Source: an optimization exercise on an open RTL-to-GDS flow (aim: small area, a short achievable clock period and few clock cycles per item). Production flows keep margins and buffers that such runs may drop.
Where RTL was checked, it was by simulation tests only, not by an equivalence proof against the original.
Power is estimated from default activity; no workload was simulated.

// fsk_goertzel_demod
module fsk_goertzel_demod (
    input  wire        clk,
    input  wire        rst,
    input  wire        in_valid,
    output wire        in_ready,
    input  wire [1:0]  in_cmd,
    input  wire [15:0] in_data,
    input  wire [15:0] cfg_spb,
    input  wire [15:0] cfg_coeff0,
    input  wire [15:0] cfg_coeff1,
    output reg         out_valid,
    output reg  [7:0]  out_byte
);
    reg        rdy, rdy_o;     
    reg        v0;
    reg [1:0]  c0;
    reg [15:0] xr;
    assign in_ready = rdy_o;
    reg        active, pre, wl, cm2, wl2;
    reg [3:0]  pcnt;
    reg [15:0] wcnt, spb;
    reg [15:0] ca, cb;
    reg        ida, idb, fra, frb, frm;    
    reg [23:0] s1a, s2a, s1b, s2b;
    reg [23:0] r1s, r1t;
    reg         r1c;
    wire [23:0] r1s_d, r1t_d;
    wire        r1c_d;
    wire [23:0] r2;
    reg [5:0]  ec;
    reg [1:0]  ej;
    reg [24:0] m0, m1, m2;
    reg [25:0] d0, d1, d2;
    reg [27:0] acc;
    reg        sticky, last8, kill, eida;
    reg        f_ld, f_l4, f_v, f_pz, f_pd, f_ps, f_mc, f_pre, f_dec, f_e2, f_st, f_cl;
    reg        bq_one, bq_two, bq_neg;
    reg [2:0]  bcnt;
    wire st_start = v0 && c0 == 2'd1;
    wire st_end   = v0 && c0 == 2'd2;
    wire st_smp   = v0 && c0 == 2'd0;
    wire do_start = st_start && !active && spb != 16'd0;
    wire do_end   = st_end && active;
    wire do_smp   = st_smp && active;
    wire do_pre   = do_smp && pre;
    wire do_data  = do_smp && !pre;
    wire trig     = do_data && wl;           
    wire clr      = do_start || do_end;
    wire        active_n = do_start ? 1'b1 : do_end ? 1'b0 : active;
    wire        pre_n    = do_start ? 1'b1 : (do_pre && wl && pcnt == 4'd15) ? 1'b0 : pre;
    wire [15:0] wcnt_n   = (clr || (do_smp && wl)) ? spb : do_smp ? wcnt - 16'd1 : wcnt;
    wire        wl_n     = wcnt_n == 16'd1;
    wire        dm_n     = active_n && !pre_n;      
    wire        ld_cfg   = !active_n;
    wire [3:0]  pcnt_n   = do_start ? 4'd0 : (do_pre && wl) ? pcnt + 4'd1 : pcnt;
    wire        pe_n     = active_n && pre_n && pcnt_n == 4'd15 && wl_n && spb == 16'd1;
    wire [5:0]  ec_n = rst ? 6'd0 : trig ? 6'd1 : (ec == 6'd0 || ec == 6'd46) ? 6'd0 : ec + 6'd1;
    wire        stall_n = trig || (ec_n != 6'd0 && ((wl_n && dm_n) || pe_n));
  ...
export LEC_CHECK = 0
export CAP_MARGIN = 20
export CORE_MARGIN = 2
export CORE_UTILIZATION = 60
export SLEW_MARGIN = 20
create_clock -name core_clock -period 20.0 [get_ports {clk}]
standard.sh (not shown) runs the stock make flow with config.mk's settings and CLKGATE_MAP_FILE= SYNTH_SCRIPT=/design/flow/synth_recipe.tcl, a recipe that flattens the netlist after the stock synthesis.
==> flow/flow/run.sh <==
#!/bin/bash
# Own layout flow: the standard ORFS flow, with the port buffers chosen as
# buf_2 cells and timing repair aiming at a setup slack well above the 20 ns
# clock's (the clock period and all constraints are unchanged).
set -euo pipefail
export BUFFER_PORTS_ARGS="-buffer_cell sky130_fd_sc_hd__buf_2"
export SETUP_SLACK_MARGIN=15
bash standard.sh synth > synth.log 2>&1
bash standard.sh > layout.log 2>&1
Rerun with:
Settings changed: CORE_UTILIZATION 60 to 40.
What happened:
- clock skew increases by 11 ps
- hold slack loses 6.6 ps
- final area is higher by 1.5%
- sequential power hardly moves
- clock power went up by 3.7%
- power hardly moves
- critical path depth does not change
- setup slack gets better by 13 ps
Function was not checked in any run of this note: the RTL went through the layout flow alone.

* * *

v44:
fsk_goertzel_demod, a different RTL version from the one above (not shown whole).
Size in the first run: about 2,900 cells after synthesis, about 470 flip-flops, roughly 27,000 sq um of cells after synthesis.
==> flow/design.v (excerpt) <==
module fsk_goertzel_demod (
    input  wire        clk,
    input  wire        rst,
    input  wire        in_valid,
    output wire        in_ready,
    input  wire [1:0]  in_cmd,
    input  wire [15:0] in_data,
    input  wire [15:0] cfg_spb,
    input  wire [15:0] cfg_coeff0,
    input  wire [15:0] cfg_coeff1,
    output reg         out_valid,
    output reg  [7:0]  out_byte
);
clock: 20.0 ns
lec_check: 0
cap_margin: 20
core_margin: 2
core_utilization: 40
slew_margin: 20
==> flow/flow/run.sh <==
#!/bin/bash
# Own layout flow: the standard ORFS flow, with the port buffers chosen as
# buf_2 cells and timing repair aiming at a setup slack well above the 20 ns
# clock's (the clock period and all constraints are unchanged).
set -euo pipefail
export BUFFER_PORTS_ARGS="-buffer_cell sky130_fd_sc_hd__buf_2"
export SETUP_SLACK_MARGIN=14.9
bash standard.sh synth > synth.log 2>&1
bash standard.sh > layout.log 2>&1
Testbench counts of v44, summed over its fixed seeds: cycles 269,736, items 384.
The following lists how v26 was set up differently from v44:
Settings: CTS_CLUSTER_SIZE newly set to 20; CTS_CLUSTER_DIAMETER newly set to 50.
Findings:
- v44 was smaller in final cell area than v26.
- Between v26 and v44, the fraction of the cycle the final worst path needs figures differ only marginally.
- ~same number of nets in the layout in v44 and v26
- Row total CTS buffers: v26 lower / v44 higher
- Looking at v44 and v26, the count of placed standard cells in the final layout, fillers left out is a wash.
- Clock group power (v44 / v26): 0.922
- Wire length of the first global-routing pass essentially unchanged between v44 and v26.
- Layout overhead on the synthesized area for v26 is higher than for v44.
Here is what was changed in the inputs of v25 compared with v26.
Settings: removing CTS_CLUSTER_SIZE (formerly 20); removing CTS_CLUSTER_DIAMETER (formerly 50).
==> flow/flow/run.sh <==
#!/bin/bash
# Own layout flow: the standard ORFS flow, with the port buffers chosen as
# buf_6 cells and timing repair aiming at a setup slack well above the 20 ns
# clock's (the clock period and all constraints are unchanged).
set -euo pipefail
export BUFFER_PORTS_ARGS="-buffer_cell sky130_fd_sc_hd__buf_6"
export SETUP_SLACK_MARGIN=14.9
bash standard.sh synth > synth.log 2>&1
bash standard.sh > layout.log 2>&1
Results
Cmp v25 vs v26: count of clock-buffer cells in the layout higher in v25. Ratio of cells with drive above 1 in the final layout, v26 and v25: higher on v25. Looking at part of the total power dissipated in combinational logic across v26 and v25, the one that comes out lower is v26. Highest clock rate: v25 vs v26 — no meaningful difference.
#### Input delta (v52 over v25)
Settings: an added ABC_AREA of 1.
==> flow/flow/run.sh <==
#!/bin/bash
# Own layout flow: the standard ORFS flow, with the port buffers chosen as
# buf_2 cells and timing repair aiming at a setup slack well above the 20 ns
# clock's (the clock period and all constraints are unchanged).
set -euo pipefail
export BUFFER_PORTS_ARGS="-buffer_cell sky130_fd_sc_hd__buf_2"
export SETUP_SLACK_MARGIN=14.9
bash standard.sh synth > synth.log 2>&1
bash standard.sh > layout.log 2>&1
Findings:
- NOTE: areal power density over the cells in v52 exceeds that of v25
- Post-placement cell count delta for v52 relative to v25: 391 higher
- [v52] area after synthesis rose 440 sq um relative to v25
- Looking at sum of routed wire segments on met1, v52 sits above v25.
- Total global routing track utilization: v52 > v25
Input-level comparison between v59 and v52:
Settings: removing ABC_AREA (formerly 1).
==> flow/flow/run.sh <==
#!/bin/bash
# Own layout flow: the standard ORFS flow, with the port buffers chosen as
# buf_4 cells and timing repair aiming at a setup slack well above the 20 ns
# clock's (the clock period and all constraints are unchanged).
set -euo pipefail
export BUFFER_PORTS_ARGS="-buffer_cell sky130_fd_sc_hd__buf_4"
export SETUP_SLACK_MARGIN=14.9
bash standard.sh synth > synth.log 2>&1
bash standard.sh > layout.log 2>&1
Results
- v59 reached the end of the flow, and the finished layout is clean on the timing, DRC and antenna checks.
- Antenna diode count down 1 in v59 wrt v52
- v59 ended up with a higher final-layout worst hold slack than v52 did.
- v59: final wirelength 4.5% below v52
- Final worst-path setup slack: v52 vs v59 — no meaningful difference
- Diff v52 -> v59: die area fell 1.6%; inverter count down 280.
- Summary of v59 over v52: count of fill cells added during filler insertion decreased about 6.4%; via count dropped 4.9%.
- Total power, v52 and v59, lower one = v59.
- Summary of v59 over v52: mean cell area of the mapped netlist now larger; switching portion of total power fell by 2.4 points.
The inputs of v8 differ from those of v59 as listed below.
==> flow/flow/run.sh <==
#!/bin/bash
# Own layout flow: the standard ORFS flow, with the port buffers chosen as
# buf_2 cells and timing repair aiming at a setup slack well above the 20 ns
# clock's (the clock period and all constraints are unchanged).
set -euo pipefail
export BUFFER_PORTS_ARGS="-buffer_cell sky130_fd_sc_hd__buf_2"
export SETUP_SLACK_MARGIN=14.6
bash standard.sh synth > synth.log 2>&1
bash standard.sh > layout.log 2>&1
## What came out
On v8: via count of the routed design is about 0.47% lower than what v59 gave.
On part of the cycle the worst path needs, v59 and v8 are basically level.
NOTE count of clock-buffer cells in the layout v59->v8 decreased by a little under 10%
When the final numbers for v59 and v8 were put side by side, the count of plain and timing-repair buffers turned out to be smaller in v8.
Of v8 and v59, it is v8 that has the higher clock period minus final worst setup slack.
As far as initial core utilization goes, v59 and v8 are indistinguishable; the numbers are identical.
Going from v59 to v8, number of enable-type register cells in the synthesized netlist barely changed; remaining global-route overflow barely changed; relative contribution of sequential cells to total power dropped 0.2 points.
In v8 the global-route wire length before repair turned out 0.64% higher than in v59.
Setup slack in v8 is smaller than in v59.

## re-timing with driven ports
The flow's constraints put no driver on any port. The routed layouts listed below were extracted and timed again, unchanged, in two steps.
Step 1 (the two cells are an assumption about what drives the block):
set clk [get_ports {clk}]
set_driving_cell -lib_cell sky130_fd_sc_hd__clkbuf_16 $clk
set_driving_cell -lib_cell sky130_fd_sc_hd__buf_2 [delete_from_list [all_inputs] $clk]
Step 2 adds t to the input delays and takes it off the output delays; t is the mean of the earliest and latest rising clock arrival at the registers after step 1. Input paths then give back, and output paths get back, about the clock's delay inside the block.
a / b / c = ideal ports / drivers / drivers and shift; a / b = the first two.
run | shift t [ns] | slack for setup (ns) | worst data-port slew with drivers (ns) | cell pins on the clock port's net
the first run of note 1 | 0.640 | 14.852 / 14.794 / 14.590 | 0.07 | 1
the second run of note 1 | 0.642 | 14.866 / 14.809 / 14.568 | 0.05 | 1
v44 | 0.640 | 14.960 / 14.905 / 15.046 | 0.04 | 1
v26 | 0.637 | 14.942 / 14.888 / 15.091 | 0.04 | 1
v25 | 0.649 | 14.945 / 14.888 / 15.165 | 0.06 | 1
v52 | 0.651 | 14.956 / 14.901 / 15.270 | 0.05 | 1
v59 | 0.633 | 14.953 / 14.902 / 15.128 | 0.05 | 1
v8 | 0.641 | 14.944 / 14.889 / 15.043 | 0.04 | 1
After both steps every run listed still meets setup and hold. For the second run of note 1, which loses most, drivers alone change the setup slack by -0.057 ns; drivers and shift together by -0.298 ns.
